This is an optimization exercise on Yosys and OpenROAD, whose aim is small area, a short achievable clock period and few clock cycles, not a production implementation.
The RTL was checked by simulation tests, not by an equivalence proof against the original design.

## flow/design.v (module list and top-level ports; edited modules follow where they fit)
// module pll_solver: 917 lines
module pll_solver (
    input  wire        clk,
    input  wire        rst_n,
    input  wire        in_valid,
    output reg         in_ready,
    input  wire [31:0] in_t,
    output reg         out_valid,
    input  wire        out_ready,
    output reg         out_found,
    output reg  [7:0]  out_fb,
    output reg  [1:0]  out_refdiv,
    output reg  [2:0]  out_post1,
    output reg  [2:0]  out_post2,
    output reg         out_hf,
    output reg  [12:0] out_f_num,
    output reg  [6:0]  out_f_den,
    output reg  [87:0] out_frame
);
  // ...
==> flow/run.sh <==
#!/bin/bash
# synth_recipe.tcl (not shown) runs the flow's synth.tcl, then flattens the netlist and writes it again
# the make line also repeats each setting of config.mk as NAME=value (left out here)
make -C /OpenROAD-flow-scripts/flow DESIGN_CONFIG=/design/flow/config.mk WORK_HOME=/design/flow/orfs CLKGATE_MAP_FILE= SYNTH_SCRIPT=/design/flow/synth_recipe.tcl finish
==> flow/config.mk <==
export PLATFORM = sky130hd
export DESIGN_NAME = pll_solver
export DESIGN_NICKNAME = pll_solver
export VERILOG_FILES = /design/flow/design.v
export SDC_FILE = /design/flow/constraint.sdc
export NUM_CORES = 4
export LEC_CHECK = 0
export ABC_AREA = 1
export CAP_MARGIN = 20
export CORE_MARGIN = 2
export CORE_UTILIZATION = 55
export PLACE_DENSITY = 0.7
export SLEW_MARGIN = 20
==> flow/constraint.sdc <==
create_clock -name core_clock -period 38.0 [get_ports {clk}]
set_input_delay 7.6000 -clock core_clock [delete_from_list [all_inputs] [get_ports {clk}]]
set_output_delay 7.6000 -clock core_clock [all_outputs]
set_load 0.01 [all_outputs]
==> results.py, run 1 <==
metrics = {
    "run_status": {
        "outcome": "no timing/DRC/antenna violations",
    },
    "clock_network": {
        "cts_resized": 0,
        "root_buffer": "clkbuf_16",
        "cts_hold_buf": 0,
        "numCtsBuffers": 87,
        "clock_sinks": 731,
    },
    "setup_path": {
        "worstSetupStartpoint": "out_valid$_SDFF_PN0_",
        "cp-start-kind": "register",
        "critPathRequiredTime_ns": 30.40,
        "reg2reg_depth": 42,
        "worstSetupPathType": "reg -> out",
    },
    "min_path": {
        "min_to": "big2$_DFF_P_",
        "hold_path_class": "reg -> reg",
    },
    "route": {
        "drtPass1Iterations": 9,
        "drc": 0,
    },
    "sta": {
        "fin_ws_ns": 28.71,
        "min_period_over_period_pct": 24.5,
    },
    "finish": {
        "seq_cells": 731,
        "seqCellArea_um2": 16100,
        "buf_share_pct": 1.76,
        "regMostFlops": "fifo",
    },
    "floorplan": {
        "die_w_um": 380,
        "num_rows": 138,
        "io_pins": 164,
    },
    "placed_design": {
        "dpl.cell_count": 11200,
        "place_ws_ns": 28.32,
    },
    "grt": {
        "top_usage_layer": "met2",
        "overflow": 0,
        "grt_first_pass_wirelength_mm": 360,
        "grtUsageTotal_pct": 31.9,
    },
    "synth": {
        "yosysMostFrequentCell": "inv_1",
        "synth_fa_ha_area_share_pct": 38.2,
        "synth_top_cells_by_area": "ha_1 (23%), fa_1 (15%), dfxtp_1 (15%), inv_1 (8.2%), nand2_1 (7.3%)",
        "synth_cell_types": 82,
        "synth_top_family_by_area": "adder cells",
    },
}
Testbench counts, summed over its fixed seeds: cycles 2,448.
==> run 2: changes to the inputs <==
--- a/flow/design.v
+++ b/flow/design.v
@@ -47,16 +47,50 @@
             for (d = 16; d >= 1; d = d / 2)
                 for (i = 3 * d - 1; i < 36; i = i + 2 * d) begin
                     g[i] = g[i] | (p[i] & g[i-d]);
                     p[i] = p[i] & p[i-d];
                 end
             badd = p0 ^ {g[34:0], cin};
         end
     endfunction
+    function [35:0] sadd;
+        input [35:0] a, b;
+        input        cin;
+        reg   [35:0] p, g, c;
+        reg   [8:0]  gp, gg;
+        reg   [9:0]  gc;
+        integer      i, j, d;
+        begin
+            p = a ^ b;
+            g = a & b;
+            for (j = 0; j < 9; j = j + 1) begin
+                gg[j] = g[4*j+3] | (p[4*j+3] & (g[4*j+2] | (p[4*j+2] & (g[4*j+1] | (p[4*j+1] & g[4*j])))));
+                gp[j] = p[4*j+3] & p[4*j+2] & p[4*j+1] & p[4*j];
+            end
+            gg[0] = gg[0] | (gp[0] & cin);
+            for (d = 1; d < 9; d = d * 2)
+                for (i = 2 * d - 1; i < 9; i = i + 2 * d) begin
+                    gg[i] = gg[i] | (gp[i] & gg[i-d]);
+                    gp[i] = gp[i] & gp[i-d];
+                end
+            for (d = 4; d >= 1; d = d / 2)
+                for (i = 3 * d - 1; i < 9; i = i + 2 * d) begin
+                    gg[i] = gg[i] | (gp[i] & gg[i-d]);
+                    gp[i] = gp[i] & gp[i-d];
+                end
+            gc = {gg, cin};
+            for (j = 0; j < 9; j = j + 1) begin
+                c[4*j] = gc[j];
+                for (i = 1; i < 4; i = i + 1)
+                    c[4*j+i] = g[4*j+i-1] | (p[4*j+i-1] & c[4*j+i-1]);
+            end
+            sadd = p ^ c;
+        end
+    endfunction
     function le32;
         input [31:0] a, b;
         reg   [31:0] gt, eq;
         integer      j, n;
         begin
             gt = a & ~b;
             eq = ~(a ^ b);
             for (n = 16; n >= 1; n = n / 2)
@@ -79,18 +113,19 @@
             ccar = {((a[34:0] & b[34:0]) | (a[34:0] & c[34:0]) | (b[34:0] & c[34:0])), 1'b0};
         end
     endfunction
     localparam integer DEPTH = 6;
     reg  [3:0]  cnt;
     reg  [3:0]  fcnt;
     reg  [2:0]  wr_ptr, rd_ptr;
     reg  [3:0]  vld;
-    wire        acc  = in_valid & in_ready;
-    wire        pop  = out_valid & out_ready;
+    reg         in_ready_n, out_valid_n;
+    wire        acc  = in_valid & ~in_ready_n;
+    wire        pop  = ~out_valid_n & out_ready;
     wire [3:0]  cnt_n = cnt + {3'd0, acc} - {3'd0, pop};
     reg  [28:0] x;
     reg         big0;
     always @(posedge clk) begin
         x    <= in_t[28:0];
         big0 <= |in_t[31:29];
     end
     wire [35:0] x36  = {7'd0, x};
@@ -115,17 +150,18 @@
     assign s1_cq[0] = 1'b0;
     assign s1_cq[1] = 1'b0;
     assign s1_cq[2] = 1'b0;
     assign s1_cq[3] = 1'b0;
     assign s1_cq[4] = 1'b0;
     assign s1_cq[5] = 1'b0;
     assign s1_cq[6] = 1'b0;
     wire [35:0] s1_I36 = badd(q36, {29'd0, s1_cq}, 1'b0);
-    wire [24:0] s1_Id = {|s1_I36[30:24], s1_I36[23:0]};
+    wire        s1_hid = q[24];
+    wire [24:0] s1_Id = {s1_hid, s1_I36[23:0]};
     wire        s1_okd0 = !s1_Id[24] && le32(32'd319, {23'd0, s1_Id[23:15]}) && le32({23'd0, s1_Id[23:15]}, 32'd478);
     wire        s1_okd1 = !s1_Id[24] && (s1_Id[23:23] == 0) && le32(32'd319, {23'd0, s1_Id[22:14]}) && le32({23'd0, s1_Id[22:14]}, 32'd478);
     wire        s1_okd2 = !s1_Id[24] && (s1_Id[23:22] == 0) && le32(32'd319, {23'd0, s1_Id[21:13]}) && le32({23'd0, s1_Id[21:13]}, 32'd478);
     wire        s1_okd3 = !s1_Id[24] && (s1_Id[23:21] == 0) && le32(32'd319, {23'd0, s1_Id[20:12]}) && le32({23'd0, s1_Id[20:12]}, 32'd478);
     wire        s1_okd4 = !s1_Id[24] && (s1_Id[23:20] == 0) && le32(32'd319, {23'd0, s1_Id[19:11]}) && le32({23'd0, s1_Id[19:11]}, 32'd478);
     wire        s1_okd5 = !s1_Id[24] && (s1_Id[23:19] == 0) && le32(32'd319, {23'd0, s1_Id[18:10]}) && le32({23'd0, s1_Id[18:10]}, 32'd478);
     wire [6:0] s3_cq;
     assign s3_cq[0] = (b == 5'd9) | (b == 5'd10) | (b == 5'd11) | (b == 5'd12) | (b == 5'd13) | (b == 5'd14) | (b == 5'd15) | (b == 5'd16);
@@ -133,148 +169,157 @@
     assign s3_cq[2] = 1'b0;
     assign s3_cq[3] = 1'b0;
     assign s3_cq[4] = 1'b0;
     assign s3_cq[5] = 1'b0;
     assign s3_cq[6] = 1'b0;
     wire [35:0] cs3_s = csum(~q36, (q36 << 2), {29'd0, s3_cq});
     wire [35:0] cs3_c = ccar(~q36, (q36 << 2), {29'd0, s3_cq});
     wire [35:0] s3_I36 = badd(cs3_s, cs3_c, 1'b1);
-    wire [24:0] s3_Id = {|s3_I36[30:24], s3_I36[23:0]};
+    wire        s3_hid = (~le32({7'd0, q}, 32'd5592405) | ((q == 25'd5592405) & le32(32'd1, {25'd0, s3_cq})));
+    wire [24:0] s3_Id = {s3_hid, s3_I36[23:0]};
     wire        s3_okd0 = !s3_Id[24] && le32(32'd319, {23'd0, s3_Id[23:15]}) && le32({23'd0, s3_Id[23:15]}, 32'd478);
     wire        s3_okd1 = !s3_Id[24] && (s3_Id[23:23] == 0) && le32(32'd319, {23'd0, s3_Id[22:14]}) && le32({23'd0, s3_Id[22:14]}, 32'd478);
     wire        s3_okd2 = !s3_Id[24] && (s3_Id[23:22] == 0) && le32(32'd319, {23'd0, s3_Id[21:13]}) && le32({23'd0, s3_Id[21:13]}, 32'd478);
     wire        s3_okd3 = !s3_Id[24] && (s3_Id[23:21] == 0) && le32(32'd319, {23'd0, s3_Id[20:12]}) && le32({23'd0, s3_Id[20:12]}, 32'd478);
     wire        s3_okd4 = !s3_Id[24] && (s3_Id[23:20] == 0) && le32(32'd319, {23'd0, s3_Id[19:11]}) && le32({23'd0, s3_Id[19:11]}, 32'd478);
     wire [6:0] s5_cq;
     assign s5_cq[0] = (b == 5'd5) | (b == 5'd6) | (b == 5'd7) | (b == 5'd8) | (b == 5'd9) | (b == 5'd15) | (b == 5'd16) | (b == 5'd17) | (b == 5'd18) | (b == 5'd19);
     assign s5_cq[1] = (b == 5'd10) | (b == 5'd11) | (b == 5'd12) | (b == 5'd13) | (b == 5'd14) | (b == 5'd15) | (b == 5'd16) | (b == 5'd17) | (b == 5'd18) | (b == 5'd19);
     assign s5_cq[2] = (b == 5'd20) | (b == 5'd21) | (b == 5'd22) | (b == 5'd23) | (b == 5'd24);
     assign s5_cq[3] = 1'b0;
     assign s5_cq[4] = 1'b0;
     assign s5_cq[5] = 1'b0;
     assign s5_cq[6] = 1'b0;
     wire [35:0] cs4_s = csum(q36, (q36 << 2), {29'd0, s5_cq});
     wire [35:0] cs4_c = ccar(q36, (q36 << 2), {29'd0, s5_cq});
     wire [35:0] s5_I36 = badd(cs4_s, cs4_c, 1'b0);
-    wire [24:0] s5_Id = {|s5_I36[30:24], s5_I36[23:0]};
+    wire        s5_hid = (~le32({7'd0, q}, 32'd3355443) | ((q == 25'd3355443) & le32(32'd1, {25'd0, s5_cq})));
+    wire [24:0] s5_Id = {s5_hid, s5_I36[23:0]};
     wire        s5_okd0 = !s5_Id[24] && le32(32'd319, {23'd0, s5_Id[23:15]}) && le32({23'd0, s5_Id[23:15]}, 32'd478);
     wire        s5_okd1 = !s5_Id[24] && (s5_Id[23:23] == 0) && le32(32'd319, {23'd0, s5_Id[22:14]}) && le32({23'd0, s5_Id[22:14]}, 32'd478);
     wire        s5_okd2 = !s5_Id[24] && (s5_Id[23:22] == 0) && le32(32'd319, {23'd0, s5_Id[21:13]}) && le32({23'd0, s5_Id[21:13]}, 32'd478);
     wire        s5_okd3 = !s5_Id[24] && (s5_Id[23:21] == 0) && le32(32'd319, {23'd0, s5_Id[20:12]}) && le32({23'd0, s5_Id[20:12]}, 32'd478);
     wire [6:0] s7_cq;
     assign s7_cq[0] = (b == 5'd4) | (b == 5'd5) | (b == 5'd6) | (b == 5'd7) | (b == 5'd11) | (b == 5'd12) | (b == 5'd13) | (b == 5'd14) | (b == 5'd18) | (b == 5'd19) | (b == 5'd20) | (b == 5'd21);
     assign s7_cq[1] = (b == 5'd8) | (b == 5'd9) | (b == 5'd10) | (b == 5'd11) | (b == 5'd12) | (b == 5'd13) | (b == 5'd14) | (b == 5'd22) | (b == 5'd23) | (b == 5'd24);
     assign s7_cq[2] = (b == 5'd15) | (b == 5'd16) | (b == 5'd17) | (b == 5'd18) | (b == 5'd19) | (b == 5'd20) | (b == 5'd21) | (b == 5'd22) | (b == 5'd23) | (b == 5'd24);
     assign s7_cq[3] = 1'b0;
     assign s7_cq[4] = 1'b0;
     assign s7_cq[5] = 1'b0;
     assign s7_cq[6] = 1'b0;
     wire [35:0] cs5_s = csum(~q36, (q36 << 3), {29'd0, s7_cq});
     wire [35:0] cs5_c = ccar(~q36, (q36 << 3), {29'd0, s7_cq});
     wire [35:0] s7_I36 = badd(cs5_s, cs5_c, 1'b1);
-    wire [24:0] s7_Id = {|s7_I36[30:24], s7_I36[23:0]};
+    wire        s7_hid = (~le32({7'd0, q}, 32'd2396745) | ((q == 25'd2396745) & le32(32'd1, {25'd0, s7_cq})));
+    wire [24:0] s7_Id = {s7_hid, s7_I36[23:0]};
     wire        s7_okd0 = !s7_Id[24] && le32(32'd319, {23'd0, s7_Id[23:15]}) && le32({23'd0, s7_Id[23:15]}, 32'd478);
     wire        s7_okd1 = !s7_Id[24] && (s7_Id[23:23] == 0) && le32(32'd319, {23'd0, s7_Id[22:14]}) && le32({23'd0, s7_Id[22:14]}, 32'd478);
     wire        s7_okd2 = !s7_Id[24] && (s7_Id[23:22] == 0) && le32(32'd319, {23'd0, s7_Id[21:13]}) && le32({23'd0, s7_Id[21:13]}, 32'd478);
     wire        s7_okd3 = !s7_Id[24] && (s7_Id[23:21] == 0) && le32(32'd319, {23'd0, s7_Id[20:12]}) && le32({23'd0, s7_Id[20:12]}, 32'd478);
     wire [6:0] s9_cq;
     assign s9_cq[0] = (b == 5'd3) | (b == 5'd4) | (b == 5'd5) | (b == 5'd9) | (b == 5'd10) | (b == 5'd11) | (b == 5'd14) | (b == 5'd15) | (b == 5'd16) | (b == 5'd20) | (b == 5'd21) | (b == 5'd22);
     assign s9_cq[1] = (b == 5'd6) | (b == 5'd7) | (b == 5'd8) | (b == 5'd9) | (b == 5'd10) | (b == 5'd11) | (b == 5'd17) | (b == 5'd18) | (b == 5'd19) | (b == 5'd20) | (b == 5'd21) | (b == 5'd22);
     assign s9_cq[2] = (b == 5'd12) | (b == 5'd13) | (b == 5'd14) | (b == 5'd15) | (b == 5'd16) | (b == 5'd17) | (b == 5'd18) | (b == 5'd19) | (b == 5'd20) | (b == 5'd21) | (b == 5'd22);
     assign s9_cq[3] = (b == 5'd23) | (b == 5'd24);
     assign s9_cq[4] = 1'b0;
     assign s9_cq[5] = 1'b0;
     assign s9_cq[6] = 1'b0;
     wire [35:0] cs6_s = csum(q36, (q36 << 3), {29'd0, s9_cq});
     wire [35:0] cs6_c = ccar(q36, (q36 << 3), {29'd0, s9_cq});
     wire [35:0] s9_I36 = badd(cs6_s, cs6_c, 1'b0);
-    wire [24:0] s9_Id = {|s9_I36[30:24], s9_I36[23:0]};
+    wire        s9_hid = (~le32({7'd0, q}, 32'd1864135) | ((q == 25'd1864135) & le32(32'd1, {25'd0, s9_cq})));
+    wire [24:0] s9_Id = {s9_hid, s9_I36[23:0]};
     wire        s9_okd0 = !s9_Id[24] && le32(32'd319, {23'd0, s9_Id[23:15]}) && le32({23'd0, s9_Id[23:15]}, 32'd478);
     wire        s9_okd1 = !s9_Id[24] && (s9_Id[23:23] == 0) && le32(32'd319, {23'd0, s9_Id[22:14]}) && le32({23'd0, s9_Id[22:14]}, 32'd478);
     wire        s9_okd2 = !s9_Id[24] && (s9_Id[23:22] == 0) && le32(32'd319, {23'd0, s9_Id[21:13]}) && le32({23'd0, s9_Id[21:13]}, 32'd478);
     wire        s9_okd3 = !s9_Id[24] && (s9_Id[23:21] == 0) && le32(32'd319, {23'd0, s9_Id[20:12]}) && le32({23'd0, s9_Id[20:12]}, 32'd478);
     wire [6:0] s15_cq;
     assign s15_cq[0] = (b == 5'd2) | (b == 5'd3) | (b == 5'd5) | (b == 5'd6) | (b == 5'd9) | (b == 5'd12) | (b == 5'd13) | (b == 5'd15) | (b == 5'd16) | (b == 5'd19) | (b == 5'd22) | (b == 5'd23);
     assign s15_cq[1] = (b == 5'd4) | (b == 5'd5) | (b == 5'd6) | (b == 5'd10) | (b == 5'd11) | (b == 5'd12) | (b == 5'd13) | (b == 5'd17) | (b == 5'd18) | (b == 5'd19) | (b == 5'd24);
     assign s15_cq[2] = (b == 5'd7) | (b == 5'd8) | (b == 5'd9) | (b == 5'd10) | (b == 5'd11) | (b == 5'd12) | (b == 5'd13) | (b == 5'd20) | (b == 5'd21) | (b == 5'd22) | (b == 5'd23) | (b == 5'd24);
     assign s15_cq[3] = (b == 5'd14) | (b == 5'd15) | (b == 5'd16) | (b == 5'd17) | (b == 5'd18) | (b == 5'd19) | (b == 5'd20) | (b == 5'd21) | (b == 5'd22) | (b == 5'd23) | (b == 5'd24);
     assign s15_cq[4] = 1'b0;
     assign s15_cq[5] = 1'b0;
     assign s15_cq[6] = 1'b0;
     wire [35:0] cs7_s = csum(~q36, (q36 << 4), {29'd0, s15_cq});
     wire [35:0] cs7_c = ccar(~q36, (q36 << 4), {29'd0, s15_cq});
     wire [35:0] s15_I36 = badd(cs7_s, cs7_c, 1'b1);
-    wire [24:0] s15_Id = {|s15_I36[30:24], s15_I36[23:0]};
+    wire        s15_hid = (~le32({7'd0, q}, 32'd1118481) | ((q == 25'd1118481) & le32(32'd1, {25'd0, s15_cq})));
+    wire [24:0] s15_Id = {s15_hid, s15_I36[23:0]};
     wire        s15_okd0 = !s15_Id[24] && le32(32'd319, {23'd0, s15_Id[23:15]}) && le32({23'd0, s15_Id[23:15]}, 32'd478);
     wire        s15_okd1 = !s15_Id[24] && (s15_Id[23:23] == 0) && le32(32'd319, {23'd0, s15_Id[22:14]}) && le32({23'd0, s15_Id[22:14]}, 32'd478);
     wire        s15_okd2 = !s15_Id[24] && (s15_Id[23:22] == 0) && le32(32'd319, {23'd0, s15_Id[21:13]}) && le32({23'd0, s15_Id[21:13]}, 32'd478);
     wire [6:0] s21_cq;
     assign s21_cq[0] = (b == 5'd2) | (b == 5'd4) | (b == 5'd6) | (b == 5'd7) | (b == 5'd9) | (b == 5'd11) | (b == 5'd14) | (b == 5'd16) | (b == 5'd18) | (b == 5'd19) | (b == 5'd21) | (b == 5'd23);
     assign s21_cq[1] = (b == 5'd3) | (b == 5'd4) | (b == 5'd8) | (b == 5'd9) | (b == 5'd12) | (b == 5'd13) | (b == 5'd14) | (b == 5'd17) | (b == 5'd18) | (b == 5'd19) | (b == 5'd22) | (b == 5'd23);
     assign s21_cq[2] = (b == 5'd5) | (b == 5'd6) | (b == 5'd7) | (b == 5'd8) | (b == 5'd9) | (b == 5'd15) | (b == 5'd16) | (b == 5'd17) | (b == 5'd18) | (b == 5'd19) | (b == 5'd24);
     assign s21_cq[3] = (b == 5'd10) | (b == 5'd11) | (b == 5'd12) | (b == 5'd13) | (b == 5'd14) | (b == 5'd15) | (b == 5'd16) | (b == 5'd17) | (b == 5'd18) | (b == 5'd19);
     assign s21_cq[4] = (b == 5'd20) | (b == 5'd21) | (b == 5'd22) | (b == 5'd23) | (b == 5'd24);
     assign s21_cq[5] = 1'b0;
     assign s21_cq[6] = 1'b0;
     wire [35:0] cs8_s = csum(q36, (q36 << 2), (q36 << 4));
     wire [35:0] cs8_c = ccar(q36, (q36 << 2), (q36 << 4));
     wire [35:0] cs9_s = csum({29'd0, s21_cq}, cs8_s, cs8_c);
     wire [35:0] cs9_c = ccar({29'd0, s21_cq}, cs8_s, cs8_c);
     wire [35:0] s21_I36 = badd(cs9_s, cs9_c, 1'b0);
-    wire [24:0] s21_Id = {|s21_I36[30:24], s21_I36[23:0]};
+    wire        s21_hid = (~le32({7'd0, q}, 32'd798915) | ((q == 25'd798915) & le32(32'd1, {25'd0, s21_cq})));
+    wire [24:0] s21_Id = {s21_hid, s21_I36[23:0]};
     wire        s21_okd0 = !s21_Id[24] && le32(32'd319, {23'd0, s21_Id[23:15]}) && le32({23'd0, s21_Id[23:15]}, 32'd478);
     wire        s21_okd1 = !s21_Id[24] && (s21_Id[23:23] == 0) && le32(32'd319, {23'd0, s21_Id[22:14]}) && le32({23'd0, s21_Id[22:14]}, 32'd478);
     wire        s21_okd2 = !s21_Id[24] && (s21_Id[23:22] == 0) && le32(32'd319, {23'd0, s21_Id[21:13]}) && le32({23'd0, s21_Id[21:13]}, 32'd478);
     wire [6:0] s25_cq;
     assign s25_cq[0] = (b == 5'd1) | (b == 5'd3) | (b == 5'd5) | (b == 5'd7) | (b == 5'd9) | (b == 5'd11) | (b == 5'd13) | (b == 5'd15) | (b == 5'd17) | (b == 5'd19) | (b == 5'd21) | (b == 5'd23);
     assign s25_cq[1] = (b == 5'd2) | (b == 5'd3) | (b == 5'd6) | (b == 5'd7) | (b == 5'd10) | (b == 5'd11) | (b == 5'd14) | (b == 5'd15) | (b == 5'd18) | (b == 5'd19) | (b == 5'd22) | (b == 5'd23);
     assign s25_cq[2] = (b == 5'd4) | (b == 5'd5) | (b == 5'd6) | (b == 5'd7) | (b == 5'd12) | (b == 5'd13) | (b == 5'd14) | (b == 5'd15) | (b == 5'd20) | (b == 5'd21) | (b == 5'd22) | (b == 5'd23);
     assign s25_cq[3] = (b == 5'd8) | (b == 5'd9) | (b == 5'd10) | (b == 5'd11) | (b == 5'd12) | (b == 5'd13) | (b == 5'd14) | (b == 5'd15) | (b == 5'd24);
     assign s25_cq[4] = (b == 5'd16) | (b == 5'd17) | (b == 5'd18) | (b == 5'd19) | (b == 5'd20) | (b == 5'd21) | (b == 5'd22) | (b == 5'd23) | (b == 5'd24);
     assign s25_cq[5] = 1'b0;
     assign s25_cq[6] = 1'b0;
     wire [35:0] cs10_s = csum(q36, ~(q36 << 3), (q36 << 5));
     wire [35:0] cs10_c = ccar(q36, ~(q36 << 3), (q36 << 5));
     wire [35:0] cs11_s = csum({29'd0, s25_cq}, cs10_s, cs10_c);
     wire [35:0] cs11_c = ccar({29'd0, s25_cq}, cs10_s, cs10_c);
     wire [35:0] s25_I36 = badd(cs11_s, cs11_c, 1'b1);
-    wire [24:0] s25_Id = {|s25_I36[30:24], s25_I36[23:0]};
+    wire        s25_hid = (~le32({7'd0, q}, 32'd671088) | ((q == 25'd671088) & le32(32'd16, {25'd0, s25_cq})));
+    wire [24:0] s25_Id = {s25_hid, s25_I36[23:0]};
     wire        s25_okd0 = !s25_Id[24] && le32(32'd319, {23'd0, s25_Id[23:15]}) && le32({23'd0, s25_Id[23:15]}, 32'd478);
     wire        s25_okd1 = !s25_Id[24] && (s25_Id[23:23] == 0) && le32(32'd319, {23'd0, s25_Id[22:14]}) && le32({23'd0, s25_Id[22:14]}, 32'd478);
     wire [6:0] s35_cq;
     assign s35_cq[0] = (b == 5'd1) | (b == 5'd4) | (b == 5'd5) | (b == 5'd7) | (b == 5'd8) | (b == 5'd11) | (b == 5'd14) | (b == 5'd15) | (b == 5'd17) | (b == 5'd18) | (b == 5'd21) | (b == 5'd24);
     assign s35_cq[1] = (b == 5'd2) | (b == 5'd5) | (b == 5'd8) | (b == 5'd10) | (b == 5'd11) | (b == 5'd13) | (b == 5'd14) | (b == 5'd16) | (b == 5'd17) | (b == 5'd19) | (b == 5'd22);
     assign s35_cq[2] = (b == 5'd3) | (b == 5'd4) | (b == 5'd5) | (b == 5'd9) | (b == 5'd10) | (b == 5'd11) | (b == 5'd15) | (b == 5'd16) | (b == 5'd17) | (b == 5'd20) | (b == 5'd21) | (b == 5'd22);
     assign s35_cq[3] = (b == 5'd6) | (b == 5'd7) | (b == 5'd8) | (b == 5'd9) | (b == 5'd10) | (b == 5'd11) | (b == 5'd18) | (b == 5'd19) | (b == 5'd20) | (b == 5'd21) | (b == 5'd22);
     assign s35_cq[4] = (b == 5'd12) | (b == 5'd13) | (b == 5'd14) | (b == 5'd15) | (b == 5'd16) | (b == 5'd17) | (b == 5'd18) | (b == 5'd19) | (b == 5'd20) | (b == 5'd21) | (b == 5'd22);
     assign s35_cq[5] = (b == 5'd23) | (b == 5'd24);
     assign s35_cq[6] = 1'b0;
     wire [35:0] cs12_s = csum(~q36, (q36 << 2), (q36 << 5));
     wire [35:0] cs12_c = ccar(~q36, (q36 << 2), (q36 << 5));
     wire [35:0] cs13_s = csum({29'd0, s35_cq}, cs12_s, cs12_c);
     wire [35:0] cs13_c = ccar({29'd0, s35_cq}, cs12_s, cs12_c);
     wire [35:0] s35_I36 = badd(cs13_s, cs13_c, 1'b1);
-    wire [24:0] s35_Id = {|s35_I36[30:24], s35_I36[23:0]};
+    wire        s35_hid = (~le32({7'd0, q}, 32'd479349) | ((q == 25'd479349) & le32(32'd1, {25'd0, s35_cq})));
+    wire [24:0] s35_Id = {s35_hid, s35_I36[23:0]};
     wire        s35_okd0 = !s35_Id[24] && le32(32'd319, {23'd0, s35_Id[23:15]}) && le32({23'd0, s35_Id[23:15]}, 32'd478);
     wire        s35_okd1 = !s35_Id[24] && (s35_Id[23:23] == 0) && le32(32'd319, {23'd0, s35_Id[22:14]}) && le32({23'd0, s35_Id[22:14]}, 32'd478);
     wire [6:0] s49_cq;
     assign s49_cq[0] = (b == 5'd1) | (b == 5'd2) | (b == 5'd3) | (b == 5'd4) | (b == 5'd5) | (b == 5'd6) | (b == 5'd7) | (b == 5'd8) | (b == 5'd9) | (b == 5'd10) | (b == 5'd11) | (b == 5'd12) | (b == 5'd13) | (b == 5'd14) | (b == 5'd15) | (b == 5'd16) | (b == 5'd17) | (b == 5'd18) | (b == 5'd19) | (b == 5'd20) | (b == 5'd21) | (b == 5'd22) | (b == 5'd23) | (b == 5'd24);
     assign s49_cq[1] = (b == 5'd2) | (b == 5'd4) | (b == 5'd6) | (b == 5'd8) | (b == 5'd10) | (b == 5'd12) | (b == 5'd14) | (b == 5'd16) | (b == 5'd18) | (b == 5'd20) | (b == 5'd22) | (b == 5'd24);
     assign s49_cq[2] = (b == 5'd3) | (b == 5'd4) | (b == 5'd7) | (b == 5'd8) | (b == 5'd11) | (b == 5'd12) | (b == 5'd15) | (b == 5'd16) | (b == 5'd19) | (b == 5'd20) | (b == 5'd23) | (b == 5'd24);
     assign s49_cq[3] = (b == 5'd5) | (b == 5'd6) | (b == 5'd7) | (b == 5'd8) | (b == 5'd13) | (b == 5'd14) | (b == 5'd15) | (b == 5'd16) | (b == 5'd21) | (b == 5'd22) | (b == 5'd23) | (b == 5'd24);
     assign s49_cq[4] = (b == 5'd9) | (b == 5'd10) | (b == 5'd11) | (b == 5'd12) | (b == 5'd13) | (b == 5'd14) | (b == 5'd15) | (b == 5'd16);
     assign s49_cq[5] = (b == 5'd17) | (b == 5'd18) | (b == 5'd19) | (b == 5'd20) | (b == 5'd21) | (b == 5'd22) | (b == 5'd23) | (b == 5'd24);
     assign s49_cq[6] = 1'b0;
     wire [35:0] cs14_s = csum(q36, ~(q36 << 4), (q36 << 6));
     wire [35:0] cs14_c = ccar(q36, ~(q36 << 4), (q36 << 6));
     wire [35:0] cs15_s = csum({29'd0, s49_cq}, cs14_s, cs14_c);
     wire [35:0] cs15_c = ccar({29'd0, s49_cq}, cs14_s, cs14_c);
     wire [35:0] s49_I36 = badd(cs15_s, cs15_c, 1'b1);
-    wire [24:0] s49_Id = {|s49_I36[30:24], s49_I36[23:0]};
+    wire        s49_hid = (~le32({7'd0, q}, 32'd342392) | ((q == 25'd342392) & le32(32'd8, {25'd0, s49_cq})));
+    wire [24:0] s49_Id = {s49_hid, s49_I36[23:0]};
     wire        s49_okd0 = !s49_Id[24] && le32(32'd319, {23'd0, s49_Id[23:15]}) && le32({23'd0, s49_Id[23:15]}, 32'd478);
     wire        s49_okd1 = !s49_Id[24] && (s49_Id[23:23] == 0) && le32(32'd319, {23'd0, s49_Id[22:14]}) && le32({23'd0, s49_Id[22:14]}, 32'd478);
     reg  [24:0] s1_I;
     reg         s1_ok0;
     reg         s1_ok1;
     reg         s1_ok2;
     reg         s1_ok3;
     reg         s1_ok4;
@@ -753,69 +798,75 @@
     wire [35:0] cs37_c = ccar(~e147_v36, (e147_v36 << 2), (e147_v36 << 4));
     wire [35:0] cs38_s = csum((e147_v36 << 7), cs37_s, cs37_c);
     wire [35:0] cs38_c = ccar((e147_v36 << 7), cs37_s, cs37_c);
     wire [35:0] e147_E36 = badd(cs38_s, cs38_c, 1'b1);
     wire [31:0] e147_key = {gb_key_r[27], e147_E36[24:0], gb_key_r[5:0]};
     wire [35:0] e63_v36 = {15'd0, gc_key_r[26:6]};
     wire [35:0] e63_E36 = badd(~e63_v36, (e63_v36 << 6), 1'b1);
     wire [31:0] e63_key = {gc_key_r[27], e63_E36[24:0], gc_key_r[5:0]};
-    wire        ma_ab = le32(e441_key, e147_key);
-    wire        ma_ac = le32(e441_key, e63_key);
-    wire        ma_bc = le32(e147_key, e63_key);
-    wire        ma_sa = ma_ab & ma_ac;
-    wire        ma_sb = ~ma_ab & ma_bc;
-    wire [31:0] ma_key = ma_sa ? e441_key : (ma_sb ? e147_key : e63_key);
-    wire [8:0]  ma_u = ma_sa ? ga_u_r : (ma_sb ? gb_u_r : gc_u_r);
-    wire        mb_ab = le32(s9_key_r, s21_key_r);
-    wire        mb_ac = le32(s9_key_r, s49_key_r);
-    wire        mb_bc = le32(s21_key_r, s49_key_r);
-    wire        mb_sa = mb_ab & mb_ac;
-    wire        mb_sb = ~mb_ab & mb_bc;
-    wire [31:0] mb_key = mb_sa ? s9_key_r : (mb_sb ? s21_key_r : s49_key_r);
-    wire [8:0]  mb_u = mb_sa ? s9_u_r : (mb_sb ? s21_u_r : s49_u_r);
-    wire        m5_a = le32(ma_key, mb_key);
-    wire [31:0] m5_key = m5_a ? ma_key : mb_key;
-    wire [8:0]  m5_u = m5_a ? ma_u : mb_u;
+    wire        mb0_a = le32(s9_key_r, s21_key_r);
+    wire [31:0] mb0_key = mb0_a ? s9_key_r : s21_key_r;
+    wire [8:0]  mb0_u = mb0_a ? s9_u_r : s21_u_r;
+    wire        mb_a = le32(mb0_key, s49_key_r);
+    wire [31:0] mb_key = mb_a ? mb0_key : s49_key_r;
+    wire [8:0]  mb_u = mb_a ? mb0_u : s49_u_r;
+    wire        m5_01 = le32(e441_key, e147_key);
+    wire        m5_02 = le32(e441_key, e63_key);
+    wire        m5_03 = le32(e441_key, mb_key);
+    wire        m5_12 = le32(e147_key, e63_key);
+    wire        m5_13 = le32(e147_key, mb_key);
+    wire        m5_23 = le32(e63_key, mb_key);
+    wire        m5_s0 = m5_01 & m5_02 & m5_03;
+    wire        m5_s1 = ~m5_01 & m5_12 & m5_13;
+    wire        m5_s2 = ~m5_02 & ~m5_12 & m5_23;
+    wire        m5_s3 = ~m5_03 & ~m5_13 & ~m5_23;
+    wire [31:0] m5_key = ({32{m5_s0}} & e441_key) | ({32{m5_s1}} & e147_key) | ({32{m5_s2}} & e63_key) | ({32{m5_s3}} & mb_key);
+    wire [8:0]  m5_u = ({9{m5_s0}} & ga_u_r) | ({9{m5_s1}} & gb_u_r) | ({9{m5_s2}} & gc_u_r) | ({9{m5_s3}} & mb_u);
     wire        r_found = !m5_key[31];
     wire [8:0]  r_u     = m5_u;    
     wire [5:0]  r_ord   = m5_key[5:0];
     localparam integer LIMIT = DEPTH + 1;
     reg  [15:0] fifo [0:DEPTH-1];
     wire        wr   = vld[3];
     wire        nempty = (fcnt != 0);
-    wire        load_n = nempty & ~out_valid;       
+    wire        load_n = nempty & out_valid_n;       
     wire        load   = pop ? nempty : load_n;
     wire [3:0]  fcnt_w = fcnt + {3'd0, wr};
     wire [3:0]  fcnt_p = fcnt_w - {3'd0, nempty};
     wire [3:0]  fcnt_n = fcnt_w - {3'd0, load_n};
     wire [2:0]  rd_inc = (rd_ptr == DEPTH - 1) ? 3'd0 : rd_ptr + 3'd1;
     wire [2:0]  rd_p   = nempty ? rd_inc : rd_ptr;
     wire [2:0]  rd_n   = load_n ? rd_inc : rd_ptr;
-    wire        cnt_lt  = (cnt < LIMIT);
-    wire        cnt_lt1 = (cnt < LIMIT - 1);
+    wire [3:0]  cnt_a = cnt + {3'd0, ~in_ready_n};
+    wire        rdy_p = (cnt_a <= LIMIT);
+    wire        rdy_n = (cnt_a < LIMIT);
     always @(posedge clk) begin
         if (wr) fifo[wr_ptr] <= {r_found, r_u, r_ord};
     end
     always @(posedge clk) begin
         if (!rst_n) begin
             vld <= 4'd0;
-            cnt <= 4'd0; in_ready <= 1'b1; out_valid <= 1'b0;
+            cnt <= 4'd0; in_ready <= 1'b1; in_ready_n <= 1'b0;
+            out_valid <= 1'b0; out_valid_n <= 1'b1;
             wr_ptr <= 3'd0; rd_ptr <= 3'd0; fcnt <= 4'd0;
         end else begin
             vld <= {vld[2:0], acc};
             case ({acc, pop})
-                2'b10:   begin cnt <= cnt + 4'd1; in_ready <= cnt_lt1; end
-                2'b01:   begin cnt <= cnt - 4'd1; in_ready <= 1'b1;    end
-                default: begin                   in_ready <= cnt_lt;  end
+                2'b10:   cnt <= cnt + 4'd1;
+                2'b01:   cnt <= cnt - 4'd1;
+                default: cnt <= cnt;
             endcase
+            in_ready   <= pop ? rdy_p : rdy_n;
+            in_ready_n <= pop ? ~rdy_p : ~rdy_n;
             if (wr) wr_ptr <= (wr_ptr == DEPTH - 1) ? 3'd0 : wr_ptr + 3'd1;
             rd_ptr <= pop ? rd_p : rd_n;
             fcnt <= pop ? fcnt_p : fcnt_n;
-            out_valid <= pop ? nempty : (out_valid | nempty);
+            out_valid   <= pop ? nempty : (~out_valid_n | nempty);
+            out_valid_n <= pop ? ~nempty : ~(~out_valid_n | nempty);
         end
     end
     wire [15:0] head = fifo[rd_ptr];
     wire [5:0]  h_ord = head[5:0];
     wire [7:0]  h_fb  = head[14:7] + {7'd0, head[6]};
     reg  [1:0]  h_rd;
     reg  [2:0]  h_p1, h_p2;
     reg  [6:0]  h_m;
@@ -891,27 +942,33 @@
         crc = 5'h1f;
         for (i = 63; i >= 0; i = i - 1) begin
             crc_fb = crc[4] ^ h_body[i];
             crc    = {crc[3:0], 1'b0} ^ (crc_fb ? 5'h05 : 5'h00);
         end
     end
     reg  [5:0]  o_posts;
     reg  [4:0]  o_crc;
+    reg  [10:0] fr_n;
+    reg  [12:0] o_fnum;    
+    reg  [2:0]  fn_n;      
     always @(posedge clk) begin
         if (load) begin
             out_found  <= head[15];
             out_fb     <= h_fb;
             out_refdiv <= h_rd;
             out_post1  <= h_p1;
             out_post2  <= h_p2;
             out_hf     <= h_hf;
-            out_f_num  <= {5'd0, h_fb} * 13'd25;
+            o_fnum     <= {5'd0, h_fb} * 13'd25;
+            fn_n       <= ~h_fb[2:0];
+            fr_n       <= ~{h_hf, h_fb, h_rd};
             out_f_den  <= h_m;
             o_posts    <= {h_posts[6:4], h_posts[2:0]};
             o_crc      <= crc;
         end
     end
     always @(*) begin
-        out_frame = {8'h55, 8'haa, 8'h51, 8'h09, 8'h00, 8'h08, (out_hf ? 8'h50 : 8'h40), out_fb,
-                     6'd0, out_refdiv, 1'b0, o_posts[5:3], 1'b0, o_posts[2:0], 3'd0, o_crc};
+        out_f_num = {o_fnum[12:3], ~fn_n};
+        out_frame = {8'h55, 8'haa, 8'h51, 8'h09, 8'h00, 8'h08, (~fr_n[10] ? 8'h50 : 8'h40), ~fr_n[9:2],
+                     6'd0, ~fr_n[1:0], 1'b0, o_posts[5:3], 1'b0, o_posts[2:0], 3'd0, o_crc};
     end
 endmodule
==> run 2 against run 1 <==
Net effect: still clean; clock-buffer cell count is the same; hold slack lost 0.0022 ns; critical path depth grew 27; first-iteration DRC count shrank 1.0%; final area shrank 3.2%; fmax shrank 3.1%; utilization grew 0.41 points; via count shrank 4.6%; critical endpoint is now gc_key_r[17]$_DFF_P_; largest cell class unchanged; highest routed layer is now met4.
==> results.py, run 2 <==
metrics = {
    "setup_path": {
        "worstSetupStartpoint": "s7_ok2$_DFF_P_",
        "slowest_delay_ns": 1.04,
        "critPathRequiredTime_ns": 38.55,
        "rrSetupSlack_ns": 28.41,
        "reg2reg_depth": 28,
        "cp-start-kind": "register",
        "worstReg2RegStart": "s7_ok2$_DFF_P_",
        "endpoint": "gc_key_r[17]$_DFF_P_",
        "reg2reg_to": "gc_key_r[17]$_DFF_P_",
        "end_kind": "register",
        "path_max_fanout": 43,
        "worstSetupPathType": "reg -> reg",
        "crit_path_top_delay_cell": "clkinv_1",
        "arrival_ns": 10.15,
    },
    "route": {
        "ant_nets": 0,
        "wl_per_cell_um": 20.1,
        "avgViaCountPerCell": 5.61,
        "wl_mm": 219,
        "drc": 0,
        "drtPass1Iterations": 7,
        "dr.first_iter.drc_count": 4926,
        "vias": 61100,
    },
    "finish": {
        "area_growth_pct": 8.01,
        "final_layout_size_suffix_gt1_share_pct": 3.76,
        "nFillCells": 11900,
        "layout_common_cells": "inv_1 (1,718), ha_1 (1,381), nand2_1 (1,238)",
        "seqCellArea_um2": 16400,
        "largest_register_ffs": 96,
        "nNetsFinal": 11000,
        "multi_input_comb_area_um2": 51600,
        "final_common_cell": "inv_1",
        "reg.largest.list": "fifo: 96 flops, s9_key_r: 31 flops",
        "regMostFlops": "fifo",
    },
    "sta": {
        "min_period_over_period_pct": 25.2,
        "grt_setup_unrepaired": "false",
        "holdWs_ns": 0.326,
        "setup-tns-final_ns": 0,
        "skew_ns": 0.0509,
        "hold_viol": 0,
        "fmax_mhz": 104,
        "slew_headroom_pct": 20.0,
        "worst_slew_pin_slew_ns": 1.19,
        "fin_crit_ns": 9.59,
        "finalSetupViolations": 0,
        "timing.final.max_slew_violations": 0,
    },
    "clock_network": {
        "cts.path.max_buffers": 3,
        "clkTransAtPathRegs_ns": 0.06,
        "cts_tree": "yes",
        "cts_setup_buffers": 0,
        "clock_sinks": 742,
        "cts_hold_buf": 0,
        "clk_latency_ns": 0.72,
        "cts_resized": 0,
        "htreeDepth": 3,
        "root_buffer": "clkbuf_16",
        "numCtsBuffers": 87,
    },
    "synth": {
        "ys_seq_elements": 742,
        "syn_area_um2": 75300,
        "synth_top_area_share_pct": 23.0,
        "yosys_warnings": 1,
        "synth_cell_types": 79,
        "syn_inst": 8907,
        "synth_edf_count": 151,
        "yosysSeqAreaShare_pct": 21.7,
        "synth_common_cells": "inv_1 (1,719), ha_1 (1,381), nand2_1 (1,238), dfxtp_1 (591), nor2_1 (579)",
        "avgSynthCellArea_um2": 8.45,
        "yosysMostFrequentCell": "inv_1",
        "synth_top_cells_by_area": "ha_1 (23%), dfxtp_1 (16%), fa_1 (15%), inv_1 (8.6%), nand2_1 (6.2%)",
        "synth_area_leader_cell": "ha_1",
        "synthFlopType": "dfxtp_1",
        "synthArstFlopShare_pct": 0,
    },
    "grt": {
        "overflow": 0,
        "grtUsageTotal_pct": 31.1,
        "grt_first_pass_wirelength_mm": 340,
        "grt_max_degree": 57,
        "antenna_found_initial": 6,
        "grt_pass1_vias": 60600,
    },
    "floorplan": {
        "start_util_pct": 55.5,
        "num_rows": 135,
        "die_y_um": 374,
        "die_area_um2": 140000,
        "core_area_um2": 136000,
        "die_w_um": 374,
        "io_pins": 164,
    },
    "flow_run": {
        "maxCapViolCount": 0,
    },
    "placed_design": {
        "hpwl_mm": 183,
        "io_buffers": 97,
        "globalplace.congestion": 1.03,
    },
    "min_path": {
        "hold_path_class": "reg -> reg",
    },
    "run_status": {
        "outcome": "no timing/DRC/antenna violations",
    },
}
[run 2: cell types whose count changed after synthesis, moves of 22 or more]
| cell | previous run | this run |
|---|---|---|
| nand4_1 | 90 | 152 |
| ha_1 | 1432 | 1381 |
| a221oi_1 | 45 | 20 |
| inv_2 | 47 | 17 |
| o21ai_0 | 320 | 379 |
| xnor2_1 | 197 | 240 |
| nand2_1 | 1505 | 1238 |
| a21oi_1 | 476 | 449 |
| nor2_1 | 491 | 579 |
| fa_1 | 593 | 560 |
| xor2_1 | 240 | 218 |
| nand3_1 | 474 | 284 |
| buf_2 | 33 | 10 |
[run 2: critical path, delay by kind of cell (launching register included)]
kind                       cells  cell delay (ns)
AOI/OAI and AO/OA             10             3.08
xor gates and xnor gates       2             0.52
adders and majority gates      5             2.15
buffers and inverters          6             1.95
DFF                            1             0.69
and+or+nand+nor                5             1.02
[run 2: cell families after synthesis]
family,after synthesis,synth area share (%)
buffers and inverters,1943,10.2
flip-flops,742,21.7
other,2,0.00998
adder cells (fa/ha/maj),1941,37.9
multiplexers,1,0.0133
AND/OR/NAND/NOR,2499,14.2
AO/OA/AOI/OAI,1312,10.5
XOR/XNOR,467,5.54
[run 2: worst min path at each step]
| stage | startpoint | endpoint | slack, ns | depth (start not counted) |
|---|---|---|---|---|
| final | big1$_DFF_P_ | big2$_DFF_P_ | 0.33 | 0 |
| after global routing | big1$_DFF_P_ | big2$_DFF_P_ | 0.35 | 0 |
| after CTS | big1$_DFF_P_ | big2$_DFF_P_ | 0.33 | 0 |
| after detailed placement | big1$_DFF_P_ | big2$_DFF_P_ | 0.31 | 0 |
| after global placement | big1$_DFF_P_ | big2$_DFF_P_ | 0.31 | 0 |
| after floorplan | big0$_DFF_P_ | big1$_DFF_P_ | 0.31 | 0 |
[run 2: area by class of cell]
class                   count  area share, %
multi-input cells        6286           63.4
flip-flops and latches    742           20.1
inverters                1744           8.06
clock buffers             116           2.98
well taps                1781           2.74
repair buffers            174           1.91
clock inverters            45          0.750
diodes                      2        0.00616
[run 2: routing by layer]
metal	vias to the layer above	share of wire [%]	wire, um	GRT usage [%]
li1	29300	-	-	-
met1	29100	43	93200	41.2
met2	2303	45	99000	50.5
met3	460	7.1	15500	3.89
met4	0	5.2	11300	15.0
met5	-	0	0	0
[run 2: metrics by stage]
step / area (um2) / util, % / instances / worst slack (ns)
final: 81300 / 59.9 / 10900 / 28.41
after global placement: 78200 / 57.7 / 10700 / 28.31
after floorplan: 75500 / - / 8971 / 27.00
after CTS: 81300 / 59.9 / 10900 / 28.64
after detailed placement: 78200 / 57.7 / 10700 / 28.38
after global routing: 81300 / 59.9 / 10900 / 27.67
Testbench counts of run 2, summed over its fixed seeds: cycles 2,448.
==> run 3: changes to the inputs <==
--- a/flow/config.mk
+++ b/flow/config.mk
@@ -8,6 +8,6 @@
 export ABC_AREA = 1
 export CAP_MARGIN = 20
 export CORE_MARGIN = 2
-export CORE_UTILIZATION = 55
-export PLACE_DENSITY = 0.7
+export CORE_UTILIZATION = 65
+export PLACE_DENSITY = 0.75
 export SLEW_MARGIN = 20
==> run 3 against run 2 <==
Net effect: flip-flop and latch count unchanged; fmax decreased by 1.4%; worst setup slack got worse by 0.14 ns; sequential share of layout area increased by 0.13 points; first-iteration DRC count increased by 16%; synthesized cell count unchanged; critical path type unchanged; largest cell class unchanged.
==> results.py, run 3 <==
metrics = {
    "grt": {
        "grt_first_pass_wirelength_mm": 341,
        "overflow": 0,
        "grt_pass1_vias": 61300,
        "grt_max_degree": 60,
        "antenna_found_initial": 7,
        "grtUsageTotal_pct": 37.4,
    },
    "setup_path": {
        "endpoint": "gc_key_r[7]$_DFF_P_",
        "path_max_fanout": 43,
        "worstSetupPathType": "reg -> reg",
        "rrSetupSlack_ns": 28.27,
        "crit_path_top_delay_cell": "clkinv_1",
        "arrival_ns": 10.28,
        "critPathRequiredTime_ns": 38.55,
        "reg2reg_to": "gc_key_r[7]$_DFF_P_",
        "slowest_delay_ns": 1.10,
        "cp-start-kind": "register",
        "worstReg2RegStart": "s7_ok1$_DFF_P_",
        "end_kind": "register",
        "worstSetupStartpoint": "s7_ok1$_DFF_P_",
        "reg2reg_depth": 30,
    },
    "route": {
        "dr.first_iter.drc_count": 5732,
        "vias": 62000,
        "drc": 0,
        "avgViaCountPerCell": 5.84,
        "wl_per_cell_um": 20.9,
        "wl_mm": 222,
        "ant_nets": 0,
        "drtPass1Iterations": 8,
    },
    "min_path": {
        "hold_path_class": "reg -> reg",
        "min_from": "big1$_DFF_P_",
    },
    "synth": {
        "synth-compound-area-share_pct": 10.5,
        "synth_area_leader_cell": "ha_1",
        "synthArstFlopShare_pct": 0,
        "synth_top_area_share_pct": 23.0,
        "yosys_warnings": 1,
        "avgSynthCellArea_um2": 8.45,
        "synth_edf_count": 151,
        "synth_common_cells": "inv_1 (1,719), ha_1 (1,381), nand2_1 (1,238), dfxtp_1 (591), nor2_1 (579)",
        "synthMuxAreaShare_pct": 0.0133,
        "synth_cell_types": 79,
        "syn_inst": 8907,
        "yosys.area_share.simple_pct": 14.2,
        "yosysSeqAreaShare_pct": 21.7,
        "synth_fa_ha_area_share_pct": 37.9,
        "ys_seq_elements": 742,
        "syn_area_um2": 75300,
        "synth_top_family_by_area": "adder cells",
        "synth_top_cells_by_area": "ha_1 (23%), dfxtp_1 (16%), fa_1 (15%), inv_1 (8.6%), nand2_1 (6.2%)",
        "synthFlopType": "dfxtp_1",
        "yosysMostFrequentCell": "inv_1",
        "synthXorXnorAreaFrac_pct": 5.54,
    },
    "floorplan": {
        "die_area_um2": 119000,
        "die_w_um": 344,
        "core_area_um2": 115000,
        "start_util_pct": 65.6,
        "io_pins": 164,
        "num_rows": 124,
        "die_y_um": 344,
    },
    "finish": {
        "nNetsFinal": 11000,
        "area_growth_pct": 7.31,
        "stdcell_count": 10600,
        "regMostFlops": "fifo",
        "final_layout_size_suffix_gt1_share_pct": 3.73,
        "reg.largest.list": "fifo: 96 flops, s9_key_r: 31 flops",
        "nFillCells": 9086,
        "largest_register_ffs": 96,
        "layout_common_cells": "inv_1 (1,718), ha_1 (1,381), nand2_1 (1,238)",
        "final_common_cell": "inv_1",
    },
    "sta": {
        "slew_headroom_pct": 8.56,
        "fmax_mhz": 103,
        "fin_crit_ns": 9.73,
        "finalSetupViolations": 0,
        "worst_slew_pin_slew_ns": 1.36,
        "timing.final.max_slew_violations": 0,
        "min_period_over_period_pct": 25.6,
        "skew_ns": 0.0424,
        "hold_viol": 0,
        "setup-tns-final_ns": 0,
        "grt_setup_unrepaired": "false",
    },
    "placed_design": {
        "dpl.cell_count": 10500,
        "hpwl_mm": 185,
        "globalplace.congestion": 1.02,
        "io_buffers": 97,
    },
    "clock_network": {
        "root_buffer": "clkbuf_16",
        "cts_resized": 0,
        "cts_tree": "yes",
        "clkTransAtPathRegs_ns": 0.06,
        "numCtsBuffers": 85,
        "cts.path.max_buffers": 3,
        "clk_latency_ns": 0.71,
        "htreeDepth": 3,
        "clock_sinks": 742,
        "cts_hold_buf": 0,
        "cts_setup_buffers": 0,
    },
    "run_status": {
        "outcome": "no timing/DRC/antenna violations",
    },
    "flow_run": {
        "maxCapViolCount": 0,
    },
}
==> run 3: per-layer routing <==
metal / vias up / part of all wire [%] / wire length [um] / global-route usage (%)
met5: - / 0.0076 / 17 / 0
met4: 4 / 5.3 / 11800 / 17.7
met3: 605 / 8.3 / 18500 / 5.81
met2: 2706 / 45 / 99000 / 59.9
met1: 29400 / 42 / 92900 / 49.7
li1: 29300 / - / - / -
==> run 3: how the worst min path moves through the flow <==
stage / slack [ns] / end / depth (start not counted)
2_1_floorplan: 0.31 / big1$_DFF_P_ / 0
3_3_place_gp: 0.32 / big2$_DFF_P_ / 0
4_1_cts: 0.33 / big2$_DFF_P_ / 0
6_report: 0.33 / big2$_DFF_P_ / 0
3_5_place_dp: 0.32 / big1$_DFF_P_ / 0
5_1_grt: 0.34 / big2$_DFF_P_ / 0
==> run 3: cell type report <==
| type | count | area, um2 | share of cell area [%] |
|---|---|---|---|
| antenna | 3 | 7.51 | 0.00930 |
| clock buffer | 107 | 2300 | 2.85 |
| sequential | 742 | 16400 | 20.3 |
| timing repair buffer | 176 | 1560 | 1.94 |
| clock inverter | 49 | 529 | 0.655 |
| tap | 1512 | 1890 | 2.34 |
| inverter | 1744 | 6550 | 8.11 |
| multi-input combinational | 6286 | 51600 | 63.8 |
==> run 3: cell families after synthesis <==
family | Yosys count
AOI/OAI and AO/OA | 1312
buffers and inverters | 1943
muxes | 1
and+or+nand+nor | 2499
other | 2
xor gates and xnor gates | 467
adders and majority gates | 1941
DFF | 742
==> run 3: critical path, delay by kind of cell, from the launching register on <==
kind            cells  cell delay [ns]
buf+inv             7             2.02
flops               1             0.46
fa+ha+maj           5             2.15
xor+xnor            2             0.81
compound gates      8             2.48
simple gates        8             1.65
==> run 3: stage by stage <==
stage               cell area (um2)  hold slack [ns]  worst slack (ns)  utilization [%]
CTS                           80700            0.335             28.68             70.4
finish                        80800            0.330             28.27             70.4
global route                  80800            0.341             27.72             70.4
floorplan                     75500            0.310             27.00                -
detailed placement            77900            0.316             28.32             68.0
global placement              77900            0.318             28.37             68.0

-- static timing again, ports no longer ideal --
In the flow no input, the clock included, has a driving cell. The finished layouts below were timed again as built, in two steps.
Step 1 assumes that a clkbuf_16 drives the clock port and a buf_2 every other input.
Step 2, shift: input delay + t, output delay - t, t = (earliest + latest rising clock arrival at the registers) / 2. This alone moves slack from input paths to output paths.
Slacks: ideal ports / drivers / drivers and shift; pairs: ideal ports / drivers.
run	t, ns	slack for setup (ns)	worst setup path after step 2	worst data-port slew with drivers (ns)
run 1	0.799	28.707 / 28.627 / 28.300	input to register	0.05
run 2	0.770	28.405 / 28.405 / 28.319	input to register	0.04
run 3	0.776	28.267 / 28.267 / 28.267	register to register	0.04
After both steps setup and hold are still met in every run listed. For run 1, which loses most, drivers alone change the setup slack by -0.080 ns; drivers and shift together by -0.407 ns.
